What follows belongs to an exercise in optimizing a design on an open flow for small area, a short achievable clock period and few clock cycles; a production flow would make more cautious choices. RTL that was checked went through simulation tests only; none was proved equivalent to the original.

==> flow/design.v (excerpt) <==
module its_block (
    input  wire         clk,
    input  wire         rst,         
    input  wire         req_valid,
    output wire         req_ready,
    input  wire [31:0]  req_word,    
    output reg          resp_valid,
    output wire [31:0]  resp_word,   
    output wire [191:0] rec,         
    input  wire         tick,
    input  wire [3:0]   ch_pins,
    output wire         mem_rd,
    output wire [9:0]   mem_addr,
    input  wire [7:0]   mem_rdata
);
For scale: roughly 2100 cells after synthesis, ~440 flip-flops, ~19000 um^2 of cells after synthesis.
export LEC_CHECK = 0
export CAP_MARGIN = 20
export CORE_MARGIN = 2
export CORE_UTILIZATION = 40
export CTS_CLUSTER_DIAMETER = 80
export CTS_CLUSTER_SIZE = 30
export SLEW_MARGIN = 20
create_clock -name core_clock -period 10.0 [get_ports {clk}]
standard.sh (not shown) runs the stock make flow with config.mk's settings and CLKGATE_MAP_FILE= SYNTH_SCRIPT=/design/flow/synth_recipe.tcl, a recipe that flattens the netlist after the stock synthesis.
==> flow/flow/run.sh <==
#!/bin/bash
# Standard ORFS layout (the standard.sh), with timing repair aiming below the clock
# period and small port buffers.
set -euo pipefail
bash standard.sh SETUP_SLACK_MARGIN=7.0 'BUFFER_PORTS_ARGS=-buffer_cell sky130_fd_sc_hd__buf_2' finish > standard_finish.log 2>&1
Change:
--- a/flow/design.v
+++ b/flow/design.v
@@ -158,17 +158,17 @@
     reg [3:0]  ch_base;
     reg [3:0]  ch_delta;
     reg        reload_req;
     reg  [3:0] ch_active;    
     wire [15:0] chrd     = {3'd0, reload_req, ch_active, ch_delta, ch_base};
     reg        rdy;
     reg        go;           
     reg [31:0] w;            
-    reg [3:0]  pins;
+    reg [3:0]  pins;         
     assign req_ready = rdy;
     reg [1:0]  r_st;
     reg [1:0]  r_aux;
     reg [15:0] rv;
     assign resp_word = {6'd0, r_st, 6'd0, r_aux, rv};
     reg        rd;
     reg [9:0]  addr;
     reg [1:0]  tg0;
@@ -248,24 +248,31 @@
     wire        op_crcclr  = op_b && (op == OP_CRCCLR);
     wire        op_crcbyte = op_b && (op == OP_CRCBYTE);
     wire        op_latch   = op_b && (op == OP_CHLATCH);
     wire        op_selact  = op_b && (op == OP_SELACT);
     wire        op_cmd     = op_b && (op == OP_CHCMD);
     wire        cmd_c      = op_cmd && (cmd_code == 4'hC);
     wire        cmd_b      = op_cmd && (cmd_code == 4'hB);
     wire        cmd_9      = op_cmd && (cmd_code == 4'h9) && (ch_delta > cmd_k);
-    wire [15:0] wait_n  = dlv ? wait_d : (op_ldw ? qv : wait_t);
-    wire [15:0] msg_n   = dlv ? msg_d  : (op_ldm ? qv : (op_armm ? dly_rl : msg_t));
-    wire [15:0] elem_n  = dlv ? elem_d : ((op_lde || init_ok) ? qv : elem_t);
+    wire [15:0] wait_v  = op_ldw ? qv : wait_t;
+    wire [15:0] msg_v   = op_ldm ? qv : (op_armm ? dly_rl : msg_t);
+    wire [15:0] elem_v  = (op_lde || init_ok) ? qv : elem_t;
+    wire [15:0] wait_n  = dlv ? wait_d : wait_v;
+    wire [15:0] msg_n   = dlv ? msg_d  : msg_v;
+    wire [15:0] elem_n  = dlv ? elem_d : elem_v;
     wire [15:0] crc_n   = op_crcclr ? 16'd0 : ((op_crcbyte || crc_ok) ? crc_out : crc_acc);
     wire [3:0]  base_n  = op_latch ? pins : (cmd_c ? cmd_k : ch_base);
     wire [3:0]  delta_n = (cmd_c || cmd_9) ? 4'd0 : (cmd_b ? ch_delta + cmd_k : ch_delta);
     wire        reload_n = (op_latch || cmd_c || cmd_b || cmd_9) ? 1'b1 :
                            (op_selact ? 1'b0 : reload_req);
+    wire [3:0]  act_n   = op_latch ? pins + ch_delta :
+                          cmd_c    ? cmd_k :
+                          cmd_b    ? ch_active + cmd_k :
+                          cmd_9    ? ch_base : ch_active;
     reg        b_store;      
     reg [1:0]  b_st, b_aux;
     reg [15:0] b_val;
     always @* begin
         b_store = 1'b0;
         b_st    = 2'd0;
         b_aux   = 2'd0;
         b_val   = 16'd0;
@@ -280,24 +287,24 @@
                                  tick_pending, tick_mask, reload_req, msg_valid,
                                  err_flag, edge_flag};
             OP_CRCCLR, OP_CRCBYTE, OP_CRCRD:
                         b_val = crc_n;
             OP_CRCCHAN, OP_CRCCMPC, OP_CRCMSG, OP_CRCCMPM, OP_MSGCHK, OP_TINIT,
             OP_SELIDX, OP_SELACT, OP_SELNEXT:
                         b_store = 1'b1;
             OP_LDW, OP_RDW:
-                        b_val = wait_n;
+                        b_val = wait_v;
             OP_LDM, OP_RDM, OP_ARMM:
-                        b_val = msg_n;
+                        b_val = msg_v;
             OP_LDE, OP_RDE:
-                        b_val = elem_n;
+                        b_val = elem_v;
             OP_EDGE:    b_val = {15'd0, edge_flag};
             OP_CHLATCH, OP_CHCMD, OP_CHRD: begin
-                b_val = {3'd0, reload_n, base_n + delta_n, delta_n, base_n};
+                b_val = {3'd0, reload_n, act_n, delta_n, base_n};
                 if (op == OP_CHCMD) begin
                     if (cmd_code == 4'hC || cmd_code == 4'hB || cmd_9)
                         b_aux = 2'd3;
                     else if (cmd_code == 4'h9)
                         b_aux = 2'd1;
                 end
             end
             default: ;
@@ -343,19 +350,19 @@
             r_st  <= f_st;
             r_aux <= f_aux;
             rv    <= f_val;
         end
     end
     always @(posedge clk) begin
         if (!(go || seq || fin)) begin
             w    <= req_word;
-            pins <= ch_pins;
-            legal <= legal_word(req_word);
         end
+        pins  <= ch_pins;
+        legal <= legal_word(req_word);
         addr <= addr + 10'd1;
         if (go && legal) begin
             m_chan <= (op == OP_CRCCHAN) || (op == OP_CRCCMPC);
             m_msg  <= (op == OP_CRCMSG) || (op == OP_CRCCMPM);
             m_hdr  <= (op == OP_MSGCHK) || (op == OP_TINIT);
             m_sel  <= (op == OP_SELIDX) || (op == OP_SELACT) || (op == OP_SELNEXT);
             m_cmp  <= (op == OP_CRCCMPC) || (op == OP_CRCCMPM);
             m_init <= (op == OP_TINIT);
@@ -522,17 +529,17 @@
             if (fin && crc_acc != qv)
                 err_flag <= 1'b1;
             wait_t     <= wait_n;
             msg_t      <= msg_n;
             elem_t     <= elem_n;
             crc_acc    <= crc_n;
             ch_base    <= base_n;
             ch_delta   <= delta_n;
-            ch_active  <= base_n + delta_n;
+            ch_active  <= act_n;
             reload_req <= reload_n;
             if (op_lde || init_ok)
                 elem_rl <= qv;
             if (init_ok)
                 dly_rl <= w[31:16];
             if (dlv && e_fire)
                 edge_flag <= 1'b1;
             else if (op_edge || init_ok)
Effect: Fmax went up by 9.8%; via count came out lower by 4.4%; cell count went down by about 1%; worst setup slack gets better by 0.32 ns; global-route usage decreases by 2.8 points; non-clock buffer count drops by 72.
Testbench counts after the change, summed over its fixed seeds: cycles 88,706.
Only the layout flow was run in the first run of this note; the RTL was not checked for function there.

## separate check: timing with driven ports
No port has a modelled driver above. Below, the same layouts with a new extraction and two added sets of constraints. Step 1 assumes that a clkbuf_16 drives the clock port and a buf_2 every other input. Step 2 times the ports against the registers' clock, not the clock port: input delays grow and output delays shrink by t, the midpoint of the rising clock arrivals with the driver on. a / b / c = ideal ports / drivers / drivers and shift; a / b = the first two.
run	t (ns)	setup WS [ns]	hold WS [ns]	slew at the worst register clock pin (ns)
the first run	0.656	6.460 / 6.460 / 6.036	0.335 / 0.335 / 0.335	0.11 / 0.11
the second run	0.657	6.775 / 6.714 / 6.478	0.334 / 0.334 / 0.334	0.11 / 0.11
After both steps every run listed still meets setup and hold. The setup slack of the first run, which loses most, moves by 0.000 ns with the drivers and by -0.424 ns with both steps.
